This is an optimization exercise on Yosys and OpenROAD, whose aim is a short achievable clock period and few clock cycles, not a production implementation. In this exercise RTL edits were held to simulation tests only and were not proved equivalent to the original. Power and IR drop assume default switching activity.

$ cat flow/run.sh
#!/bin/bash
# synth_recipe.tcl (not shown) runs the flow's synth.tcl, then flattens the netlist and writes it again
# the make line also repeats each setting of config.mk as NAME=value (left out here)
make -C /OpenROAD-flow-scripts/flow DESIGN_CONFIG=/design/flow/config.mk WORK_HOME=/design/flow/orfs CLKGATE_MAP_FILE= SYNTH_SCRIPT=/design/flow/synth_recipe.tcl finish
$ cat flow/config.mk
export PLATFORM = sky130hd
export DESIGN_NAME = emu16_core
export DESIGN_NICKNAME = emu16_core
export VERILOG_FILES = /design/flow/design.v
export SDC_FILE = /design/flow/constraint.sdc
export NUM_CORES = 4
export LEC_CHECK = 0
export CAP_MARGIN = 20
export CORE_MARGIN = 2
export CORE_UTILIZATION = 40
export PLACE_DENSITY = 0.6
export SLEW_MARGIN = 20
$ cat flow/constraint.sdc
create_clock -name core_clock -period 8.0 [get_ports {clk}]
set_input_delay 1.6000 -clock core_clock [delete_from_list [all_inputs] [get_ports {clk}]]
set_output_delay 1.6000 -clock core_clock [all_outputs]
set_load 0.01 [all_outputs]
$ cat flow/design.v
module emu16_core (
    input  wire        clk,
    input  wire        rst,
    input  wire [15:0] boot_offset,
    input  wire [15:0] boot_start,
    input  wire [16:0] boot_len,
    output wire [15:0] boot_addr,
    input  wire [7:0]  boot_data,
    output reg         mem_req,
    output reg         mem_we,
    output reg  [15:0] mem_addr,
    output reg  [7:0]  mem_wdata,
    input  wire        mem_gnt,
    input  wire        mem_rvalid,
    input  wire [7:0]  mem_rdata,
    output wire        bus_out_valid,
    output wire [1:0]  bus_out_chan,
    output wire [15:0] bus_out_data,
    input  wire        bus_out_ready,
    input  wire [2:0]  bus_in_valid,
    input  wire [15:0] bus_in_data0,
    input  wire [15:0] bus_in_data1,
    input  wire [15:0] bus_in_data2,
    output wire [2:0]  bus_in_ready,
    input  wire        irq,
    output wire        halted,
    output wire        boot_failed,
    output reg         fault_valid,
    output reg         fault_kind,       
    output reg         fault_has_op,
    output reg  [3:0]  fault_op,
    output reg  [15:0] fault_ip,
    output reg  [15:0] fault_base,
    output reg  [15:0] fault_offset,
    input  wire [3:0]  dbg_sel,
    output wire [15:0] dbg_data
);
    localparam [16:0] MEM_SIZE = 17'd16384;
    localparam [3:0] ST_BOOT = 4'd0,
                     ST_F0   = 4'd1,    
                     ST_F0W  = 4'd2,    
                     ST_F1   = 4'd3,    
                     ST_F1W  = 4'd4,    
                     ST_EXEC = 4'd5,
                     ST_MEM  = 4'd6,    
                     ST_MEMW = 4'd7,    
                     ST_BUSO = 4'd8,    
                     ST_BUSI = 4'd9,    
                     ST_HALT = 4'd10;
    localparam [3:0] OP_LOAD = 4'h0, OP_STORE = 4'h1, OP_SET = 4'h2,
                     OP_WBUS = 4'h3, OP_SBUS = 4'h4, OP_RBUS = 4'h5,
                     OP_LJUMP = 4'h6, OP_EJUMP = 4'h7,
                     OP_ADD = 4'h8, OP_SUB = 4'h9, OP_SHL = 4'hA, OP_SHR = 4'hB,
                     OP_AND = 4'hC, OP_OR = 4'hD, OP_NOT = 4'hE, OP_XOR = 4'hF;
    reg [3:0]  state;
    reg [15:0] x [0:15];
    reg [15:0] ir;
    reg        irq_pend;
    reg        boot_fail_r;
    reg [16:0] boot_idx;
    reg [15:0] mop_addr;
    reg        mop_two;
    reg        mop_we;
    reg        mop_cnt;
    reg [15:0] mop_wdata;
    reg [7:0]  mop_first;
    wire [15:0] pc = x[15];
    wire [3:0] op = ir[15:12];
    wire [3:0] fa = ir[11:8];
    wire [3:0] fb = ir[7:4];
    wire [3:0] fc = ir[3:0];
    wire [15:0] ra = x[fa];
    wire [15:0] rb = x[fb];
    wire [15:0] rc = x[fc];
    wire [7:0]  bus_chan8 = ra[15:8];
    wire [3:0]  bus_k     = ra[3:0];
    wire        chan_ok   = (bus_chan8 < 8'd3);
    wire [15:0] rk        = x[bus_k];
    wire [1:0] width = (op == OP_SET) ? 2'd3 :
                       (op == OP_WBUS || op == OP_SBUS || op == OP_RBUS) ? 2'd1 : 2'd2;
    reg [15:0] alu;
    always @* begin
        case (op)
            OP_ADD:  alu = rb + rc;
            OP_SUB:  alu = rb - rc;
            OP_SHL:  alu = (rc[15:4] != 12'd0) ? 16'd0 : (rb << rc[3:0]);
            OP_SHR:  alu = (rc[15:4] != 12'd0) ? 16'd0 : (rb >> rc[3:0]);
            OP_AND:  alu = rb & rc;
            OP_OR:   alu = rb | rc;
            OP_NOT:  alu = ~rb;
            OP_XOR:  alu = rb ^ rc;
            default: alu = rb ^ rc;
        endcase
    end
    wire byte_op     = (fc != 4'd0);
    wire ldst_oob    = byte_op ? ({1'b0, rb} >= MEM_SIZE) : ({1'b0, rb} >= MEM_SIZE - 17'd1);
    wire set_oob     = ({1'b0, pc} >= MEM_SIZE - 17'd2);
    wire fetch_oob   = ({1'b0, pc} >= MEM_SIZE - 17'd1);
    wire [15:0] wbus_val = bus_in_valid[0] ? 16'h0000 :
                           bus_in_valid[1] ? 16'h0001 :
                           bus_in_valid[2] ? 16'h0002 : 16'h0100;
    reg [15:0] bus_in_word;
    always @* begin
        case (bus_chan8[1:0])
            2'd0:    bus_in_word = bus_in_data0;
            2'd1:    bus_in_word = bus_in_data1;
            default: bus_in_word = bus_in_data2;
        endcase
    end
    wire [17:0] boot_ea   = {1'b0, boot_idx} + {2'b0, boot_offset};
    wire        boot_done = (boot_idx == boot_len);
    wire        boot_oob  = (boot_ea >= {1'b0, MEM_SIZE});
    assign boot_addr = boot_idx[15:0];
    assign bus_out_valid = (state == ST_BUSO);
    assign bus_out_chan  = bus_chan8[1:0];
    assign bus_out_data  = rk;
    assign bus_in_ready  = (state == ST_BUSI) ? (3'b001 << bus_chan8[1:0]) : 3'b000;
    assign halted      = (state == ST_HALT);
    assign boot_failed = boot_fail_r;
    assign dbg_data    = x[dbg_sel];
    always @* begin
        mem_req   = 1'b0;
        mem_we    = 1'b0;
        mem_addr  = 16'd0;
        mem_wdata = 8'd0;
        case (state)
            ST_BOOT: if (!boot_done && !boot_oob) begin
                mem_req   = 1'b1;
                mem_we    = 1'b1;
                mem_addr  = boot_ea[15:0];
                mem_wdata = boot_data;
            end
            ST_F0: if (!fetch_oob) begin
                mem_req  = 1'b1;
                mem_addr = pc;
            end
            ST_F1: begin
                mem_req  = 1'b1;
                mem_addr = pc + 16'd1;
            end
            ST_MEM: begin
                mem_req   = 1'b1;
                mem_we    = mop_we;
                mem_addr  = mop_addr + {15'd0, mop_cnt};
                mem_wdata = mop_cnt ? mop_wdata[7:0] : mop_wdata[15:8];
            end
            default: ;
        endcase
    end
    reg        fin;
    reg        fin_wb;
    reg [3:0]  fin_idx;
    reg [15:0] fin_data;
    reg        fin_jump;
    reg [1:0]  fin_w;
    reg        fin_fault;
    reg        fin_kind;
    reg        fin_has_op;
    reg [15:0] fin_base;
    reg [15:0] fin_off;
    always @* begin
        fin        = 1'b0;
        fin_wb     = 1'b0;
        fin_idx    = fa;
        fin_data   = alu;
        fin_jump   = 1'b0;
        fin_w      = width;
        fin_fault  = 1'b0;
        fin_kind   = 1'b0;
        fin_has_op = 1'b1;
        fin_base   = rb;
        fin_off    = 16'd0;
        case (state)
            ST_F0: if (fetch_oob) begin
                fin        = 1'b1;
                fin_w      = 2'd2;
                fin_fault  = 1'b1;
                fin_has_op = 1'b0;
                fin_base   = pc;
            end
            ST_EXEC: begin
                case (op)
                    OP_LOAD, OP_STORE: if (ldst_oob) begin
                        fin       = 1'b1;
                        fin_fault = 1'b1;
                    end
                    OP_SET: if (set_oob) begin
                        fin       = 1'b1;
                        fin_fault = 1'b1;
                        fin_base  = pc;
                        fin_off   = 16'd1;
                    end
                    OP_WBUS: begin
                        fin      = 1'b1;
                        fin_wb   = 1'b1;
                        fin_idx  = bus_k;
                        fin_data = wbus_val;
                    end
                    OP_SBUS, OP_RBUS: if (!chan_ok) begin
                        fin       = 1'b1;
                        fin_fault = 1'b1;
                        fin_kind  = 1'b1;
                        fin_base  = {8'd0, bus_chan8};
                    end
                    OP_LJUMP: begin
                        fin      = 1'b1;
                        fin_jump = (ra < rb);
                    end
                    OP_EJUMP: begin
                        fin      = 1'b1;
                        fin_jump = (ra == rb);
                    end
                    default: begin
                        fin    = 1'b1;
                        fin_wb = 1'b1;
                    end
                endcase
                if (fin_jump)
                    fin_w = 2'd0;
            end
            ST_MEM: if (mem_gnt && mop_we && !(mop_two && !mop_cnt))
                fin = 1'b1;
            ST_MEMW: if (mem_rvalid && !(mop_two && !mop_cnt)) begin
                fin      = 1'b1;
                fin_wb   = 1'b1;
                fin_data = mop_two ? {mop_first, mem_rdata} : {ra[15:8], mem_rdata};
            end
            ST_BUSO: if (bus_out_ready)
                fin = 1'b1;
            ST_BUSI: if (bus_in_valid[bus_chan8[1:0]]) begin
                fin      = 1'b1;
                fin_wb   = 1'b1;
                fin_idx  = bus_k;
                fin_data = bus_in_word;
            end
            default: ;
        endcase
    end
    wire [15:0] pc_base = fin_jump ? rc :
                          (fin_wb && fin_idx == 4'd15) ? fin_data : pc;
    integer i;
    always @(posedge clk) begin
        if (rst) begin
            state       <= ST_BOOT;
            for (i = 0; i < 16; i = i + 1)
                x[i] <= 16'd0;
            ir          <= 16'd0;
            irq_pend    <= 1'b0;
            boot_fail_r <= 1'b0;
            boot_idx    <= 17'd0;
            mop_addr    <= 16'd0;
            mop_two     <= 1'b0;
            mop_we      <= 1'b0;
            mop_cnt     <= 1'b0;
            mop_wdata   <= 16'd0;
            mop_first   <= 8'd0;
            fault_valid <= 1'b0;
            fault_kind  <= 1'b0;
            fault_has_op <= 1'b0;
            fault_op    <= 4'd0;
            fault_ip    <= 16'd0;
            fault_base  <= 16'd0;
            fault_offset <= 16'd0;
        end else begin
            if (irq)
                irq_pend <= 1'b1;
            fault_valid <= 1'b0;
            case (state)
                ST_BOOT: begin
                    if (boot_done) begin
                        x[15] <= boot_start;
                        state <= ST_F0;
                    end else if (boot_oob) begin
                        boot_fail_r <= 1'b1;
                        state       <= ST_HALT;
                    end else if (mem_gnt) begin
                        boot_idx <= boot_idx + 17'd1;
                    end
                end
                ST_F0: if (!fetch_oob && mem_gnt) state <= ST_F0W;
                ST_F0W: if (mem_rvalid) begin
                    ir[15:8] <= mem_rdata;
                    state    <= ST_F1;
                end
                ST_F1: if (mem_gnt) state <= ST_F1W;
                ST_F1W: if (mem_rvalid) begin
                    ir[7:0] <= mem_rdata;
                    state   <= ST_EXEC;
                end
                ST_EXEC: begin
                    mop_cnt <= 1'b0;
                    case (op)
                        OP_LOAD: if (!ldst_oob) begin
                            mop_addr <= rb;
                            mop_two  <= !byte_op;
                            mop_we   <= 1'b0;
                            state    <= ST_MEM;
                        end
                        OP_STORE: if (!ldst_oob) begin
                            mop_addr  <= rb;
                            mop_two   <= !byte_op;
                            mop_we    <= 1'b1;
                            mop_wdata <= byte_op ? {ra[7:0], ra[7:0]} : ra;
                            state     <= ST_MEM;
                        end
                        OP_SET: if (!set_oob) begin
                            mop_addr <= pc + 16'd1;
                            mop_two  <= 1'b1;
                            mop_we   <= 1'b0;
                            state    <= ST_MEM;
                        end
                        OP_SBUS: if (chan_ok) state <= ST_BUSO;
                        OP_RBUS: if (chan_ok) state <= ST_BUSI;
                        default: ;
                    endcase
                end
                ST_MEM: if (mem_gnt) begin
                    if (!mop_we)
                        state <= ST_MEMW;
                    else if (mop_two && !mop_cnt)
                        mop_cnt <= 1'b1;
                end
                ST_MEMW: if (mem_rvalid) begin
                    mop_first <= mem_rdata;
                    if (mop_two && !mop_cnt) begin
                        mop_cnt <= 1'b1;
                        state   <= ST_MEM;
                    end
                end
                default: ;
            endcase
            if (fin) begin
                if (fin_wb)
                    x[fin_idx] <= fin_data;
                x[15] <= pc_base + {14'd0, fin_w};
                if (fin_fault) begin
                    fault_valid  <= 1'b1;
                    fault_kind   <= fin_kind;
                    fault_has_op <= fin_has_op;
                    fault_op     <= fin_has_op ? op : 4'd0;
                    fault_ip     <= pc;
                    fault_base   <= fin_base;
                    fault_offset <= fin_off;
                end
                state <= (irq_pend || irq) ? ST_HALT : ST_F0;
            end
        end
    end
endmodule
==> insert_results.sql <==
INSERT INTO impl_metrics (metric_group, metric, value, unit) VALUES
('outcome', 'outcome', 'no timing/DRC/antenna violations', ''),
('logic_synthesis', 'synth_cell_types', '101', ''),
('worst_setup_path', 'crit_arrival', '5.75', 'ns'),
('final_layout', 'seqCellArea', '10390', 'um2'),
('sta', 'hold_violations', '0', ''),
('power', 'vdd.ir_drop.worst', '0.2061', 'mV'),
('floorplanning', 'die_outline_area', '84360', 'um2'),
('final_layout', 'num-nets-final', '3498', ''),
('final_layout', 'fill_cells', '7579', ''),
('global_route', 'grt_antenna_before_repair', '4', ''),
('worst_setup_path', 'critical_path_class', 'input pin to primary output', ''),
('clock_network', 'cts_repair_resize_count', '0', ''),
('logic_synthesis', 'async_reset_ff_share', '0', '%'),
('clock_network', 'cts_post_setup_buffers_inserted', '0', ''),
('clock_network', 'cts-root-to-sink-buffers', '3', ''),
('floorplanning', 'floorplan.initialDensity', '40.16', '%'),
('final_layout', 'final_layout_size_suffix_gt1_share', '20.99', '%'),
('sta', 'post-route-period-util', '91.91', '%'),
('logic_synthesis', 'yosysWarningCount', '1', ''),
('global_route', 'grt_start_max_net_pins', '75', ''),
('detailed_routing', 'detailroute.via_count', '30269', ''),
('detailed_routing', 'detail_route.drc_violations', '0', ''),
('logic_synthesis', 'synthDominantAreaCellType', 'sky130_fd_sc_hd__mux4_2', ''),
('worst_setup_path', 'required', '6.40', 'ns'),
('detailed_routing', 'drtPass1Iterations', '7', ''),
('worst_setup_path', 'timing.critical_path.from', 'boot_offset[0]', ''),
('logic_synthesis', 'postSynth.topFlopCell', 'sky130_fd_sc_hd__edfxtp_1', ''),
('logic_synthesis', 'sequential_to_total_area_share_from_yosys_stat', '31.60', '%'),
('sta', 'max_clock_freq', '136.0', 'MHz'),
('worst_setup_path', 'timing.critical_path.fanout_max', '6', ''),
('detailed_routing', 'via_per_inst', '6.898', ''),
('global_route', 'track_usage', '34.31', '%'),
('clock_network', 'numCtsBuffers', '46', ''),
('sta', 'setup_viol_count_final', '0', ''),
('logic_synthesis', 'number_of_flops_mapped_to_enable_cells_by_yosys', '256', ''),
('sta', 'setup_total_negative_slack', '0', 'ns'),
('placement', 'place.port_buffers', '247', ''),
('sta', 'final.setup_skew', '0.07346', 'ns'),
('floorplanning', 'rows', '105', ''),
('global_route', 'vias_in_the_first_global_route', '28654', ''),
('clock_network', 'clock_latency', '0.66', 'ns'),
('global_route', 'grt_overflow', '0', ''),
('worst_setup_path', 'timing.critical_path.from_type', 'input pin', ''),
('sta', 'slew_viol_final', '0', ''),
('global_route', 'global_route_wire_length_before_repair', '211600', 'um'),
('logic_synthesis', 'yosysTopAreaCellShare', '25.46', '%'),
('power', 'sum_of_internal_switching_and_leakage_power', '7.633', 'mW'),
('clock_network', 'hold_buf_cts', '0', ''),
('logic_synthesis', 'ffs_latches_synth', '390', ''),
('floorplanning', 'io-pin-count', '263', ''),
('logic_synthesis', 'netlist_area', '32820', 'um2'),
('clock_network', 'number_of_clock_sinks_seen_by_cts', '390', ''),
('detailed_routing', 'routed_wire_length_per_instance', '33.69', 'um'),
('detailed_routing', 'total_routed_length', '147800', 'um'),
('final_layout', 'multi_input_comb_area', '20900', 'um2'),
('logic_synthesis', 'netlist_instances', '3098', ''),
('power', 'p_leak', '13.39', 'nW'),
('sta', 'rsz0062_at_grt', 'no', ''),
('sta', 'timing.final.crit_period', '7.353', 'ns'),
('detailed_routing', 'dr.first_iter.drc_count', '5001', ''),
('worst_hold_path', 'launch_point_of_the_worst_hold_path', 'fault_ip[6]$_SDFFE_PP0P_', ''),
('sta', 'slew_limit_headroom', '17.36', '%'),
('flow_run', 'cap_viol_max_count', '0', ''),
('detailed_routing', 'antenna_violating_nets_post_route', '0', ''),
('clock_network', 'clk_pin_slew_worst_paths', '0.06', 'ns'),
('clock_network', 'tritoncts', 'yes', ''),
('logic_synthesis', 'syn_area_per_cell', '10.59', 'um2'),
('worst_setup_path', 'worst_setup_path_end_kind', 'primary output', ''),
('clock_network', 'cts-htree-levels', '2', ''),
('worst_hold_path', 'min_path_type', 'flop to flop', ''),
('floorplanning', 'die_w', '290.4', 'um'),
('placement', 'detailed_placement_hpwl', '107500', 'um'),
('floorplanning', 'die_h', '290.4', 'um'),
('logic_synthesis', 'post_synth_main_area_contributors', 'sky130_fd_sc_hd__mux4_2 (25%), sky130_fd_sc_hd__edfxtp_1 (23%), sky130_fd_sc_hd__dfxtp_1 (8.2%)', ''),
('placement', 'gp_routability_congestion', '1.036', ''),
('final_layout', 'area_growth_syn_to_layout', '16.52', '%'),
('clock_network', 'cts_root_buf', 'sky130_fd_sc_hd__clkbuf_16', ''),
('sta', 'worst_pin_slew', '1.237', 'ns'),
('floorplanning', 'coreArea', '81720', 'um2'),
('power', 'power_density', '199.6', 'nW/um2');
==> final cells by class <==
class / instances / share of cell area, %
antenna: 2 / 0.01309
clock buffer: 58 / 3.259
clock inverter: 27 / 0.8310
inverter: 64 / 0.6282
multi-input combinational: 2361 / 54.66
sequential: 390 / 27.16
tap: 1070 / 3.501
timing repair buffer: 416 / 9.953
==> cells by family (layout without fill, tap and decap cells) <==
logic type	after synthesis	in the layout	synth area share, %
compound gates	623	623	13.32
fa+ha+maj	93	93	3.614
xor+xnor	101	101	2.695
buf+inv	361	565	5.116
other cells	1	17	0.01143
simple gates	1029	1029	14.07
mux	500	500	29.57
flops	390	390	31.60
==> synth_stat cells, drive strengths merged, types with 23 or more instances <==
master  count
dfxtp     134
clkbuf    166
nor4       26
xor2       34
mux4      373
a22oi      30
nand2b     39
nand3      64
o21ai     103
nor3       54
a211oi     46
a21oi     157
xnor2      67
nand4      23
mux2i     109
nand2     243
nor2      476
and3       25
a221oi     31
buf       131
o22ai      27
ha         90
edfxtp    256
inv        58
==> worst paths after layout <==
check / cells after the start / slack, ns / to
worst max register to register: 21 / 0.80 / x[15][13]$_DFFE_PP_
worst min register to register: 2 / 0.46 / fault_ip[6]$_SDFFE_PP0P_
worst max-delay path: 17 / 0.65 / mem_wdata[5]
worst min-delay path: 2 / 0.46 / fault_ip[6]$_SDFFE_PP0P_
==> metrics by stage <==
stage / area [um2] / instances / worst slack, ns / utilization (%) / hold slack [ns]
2_1_floorplan: 32870 / 3112 / 1.128 / - / 0.4360
3_3_place_gp: 36660 / 4301 / 0.8244 / 44.86 / 0.4389
3_5_place_dp: 36660 / 4301 / 0.7382 / 44.87 / 0.4473
4_1_cts: 38230 / 4386 / 0.7221 / 46.78 / 0.4555
5_1_grt: 38240 / 4388 / 0.4144 / 46.80 / 0.4731
6_report: 38240 / 4388 / 0.6470 / 46.80 / 0.4575
==> critical path, cell delays in order <==
cell                              delay, ns
sky130_fd_sc_hd__clkdlybuf4s50_1       0.41
sky130_fd_sc_hd__ha_1                  0.23
sky130_fd_sc_hd__fa_1                  0.41
sky130_fd_sc_hd__a21o_1                0.17
sky130_fd_sc_hd__a21oi_1               0.22
sky130_fd_sc_hd__o21bai_1              0.10
sky130_fd_sc_hd__a21oi_1               0.22
sky130_fd_sc_hd__o21bai_1              0.10
sky130_fd_sc_hd__a21oi_1               0.25
sky130_fd_sc_hd__o21ai_0               0.20
sky130_fd_sc_hd__o211ai_1              0.26
sky130_fd_sc_hd__mux2i_1               0.13
sky130_fd_sc_hd__nor2_1                0.46
sky130_fd_sc_hd__buf_4                 0.25
sky130_fd_sc_hd__nand2_1               0.06
sky130_fd_sc_hd__o21ai_0               0.08
sky130_fd_sc_hd__clkdlybuf4s50_1       0.60
==> registers in the layout, summed over array words and instances, names as in the netlist, named ones only <==
signal / flops
boot_fail_r: 1
boot_idx: 17
fault_base: 16
fault_has_op: 1
fault_ip: 16
fault_kind: 1
fault_offset: 1
fault_op: 4
fault_valid: 1
ir: 16
irq_pend: 1
mop_addr: 16
mop_cnt: 1
mop_first: 8
mop_two: 1
mop_wdata: 16
mop_we: 1
state: 4
x: 256
==> placed cells by master, fill, tap and decap left out, types with 17 or more instances in the layout <==
cell type / n
sky130_fd_sc_hd__nor3_1: 51
sky130_fd_sc_hd__a221oi_1: 23
sky130_fd_sc_hd__dfxtp_1: 127
sky130_fd_sc_hd__a21o_1: 20
sky130_fd_sc_hd__xor2_1: 34
sky130_fd_sc_hd__mux4_2: 369
sky130_fd_sc_hd__inv_1: 51
sky130_fd_sc_hd__nand4_1: 23
sky130_fd_sc_hd__clkdlybuf4s50_1: 244
sky130_fd_sc_hd__a22oi_1: 30
sky130_fd_sc_hd__o211ai_1: 17
sky130_fd_sc_hd__a21oi_1: 156
sky130_fd_sc_hd__clkbuf_16: 46
sky130_fd_sc_hd__nand2_1: 243
sky130_fd_sc_hd__o21ai_0: 89
sky130_fd_sc_hd__nor2_1: 475
sky130_fd_sc_hd__xnor2_1: 67
sky130_fd_sc_hd__a22o_1: 17
sky130_fd_sc_hd__mux2_2: 17
sky130_fd_sc_hd__nand2b_1: 33
sky130_fd_sc_hd__nor4_1: 21
sky130_fd_sc_hd__ha_1: 90
sky130_fd_sc_hd__edfxtp_1: 256
sky130_fd_sc_hd__nand3_1: 64
sky130_fd_sc_hd__and3_1: 25
sky130_fd_sc_hd__a211oi_1: 45
sky130_fd_sc_hd__mux2i_1: 109
sky130_fd_sc_hd__o22ai_1: 26
sky130_fd_sc_hd__and2_1: 17
sky130_fd_sc_hd__buf_4: 165
==> power breakdown <==
group,internal (mW),total [mW],switching [mW]
Clock,1.25,2.21,0.962
Sequential,2.25,2.45,0.193
Combinational,1.17,2.97,1.80
==> layer usage <==
metal / vias up / routed length [um] / share of wire, % / track usage, %
met5: - / 117 / 0.079 / 0.8508
met4: 4 / 7448 / 5.0 / 14.20
met3: 413 / 21700 / 15 / 11.85
met2: 2521 / 61260 / 41 / 48.77
met1: 14968 / 57310 / 39 / 47.51
li1: 12363 / - / - / -
Testbench counts, summed over its fixed seeds: cycles 379,428.

-- port drivers added, routing unchanged --
No port has a modelled driver above. Below, the same layout with a new extraction and two added sets of constraints. Step 1: set_driving_cell puts a clkbuf_16 on clk and a buf_2 on each other input, an assumption about the parent block. Step 2 times the ports against the registers' clock, not the clock port: input delays grow and output delays shrink by t, the midpoint of the rising clock arrivals with the driver on. Three values: no drivers, after step 1, after step 2; two values: the first two.
shift t [ns]: 0.695
setup WS [ns]: 0.647 / 0.621 / 0.621
worst setup path after step 2: input to output
pins driven straight from the clock port: 1
After both steps this run still meets setup and hold. The setup slack of this run moves by -0.026 ns with the drivers and by -0.026 ns with both steps.
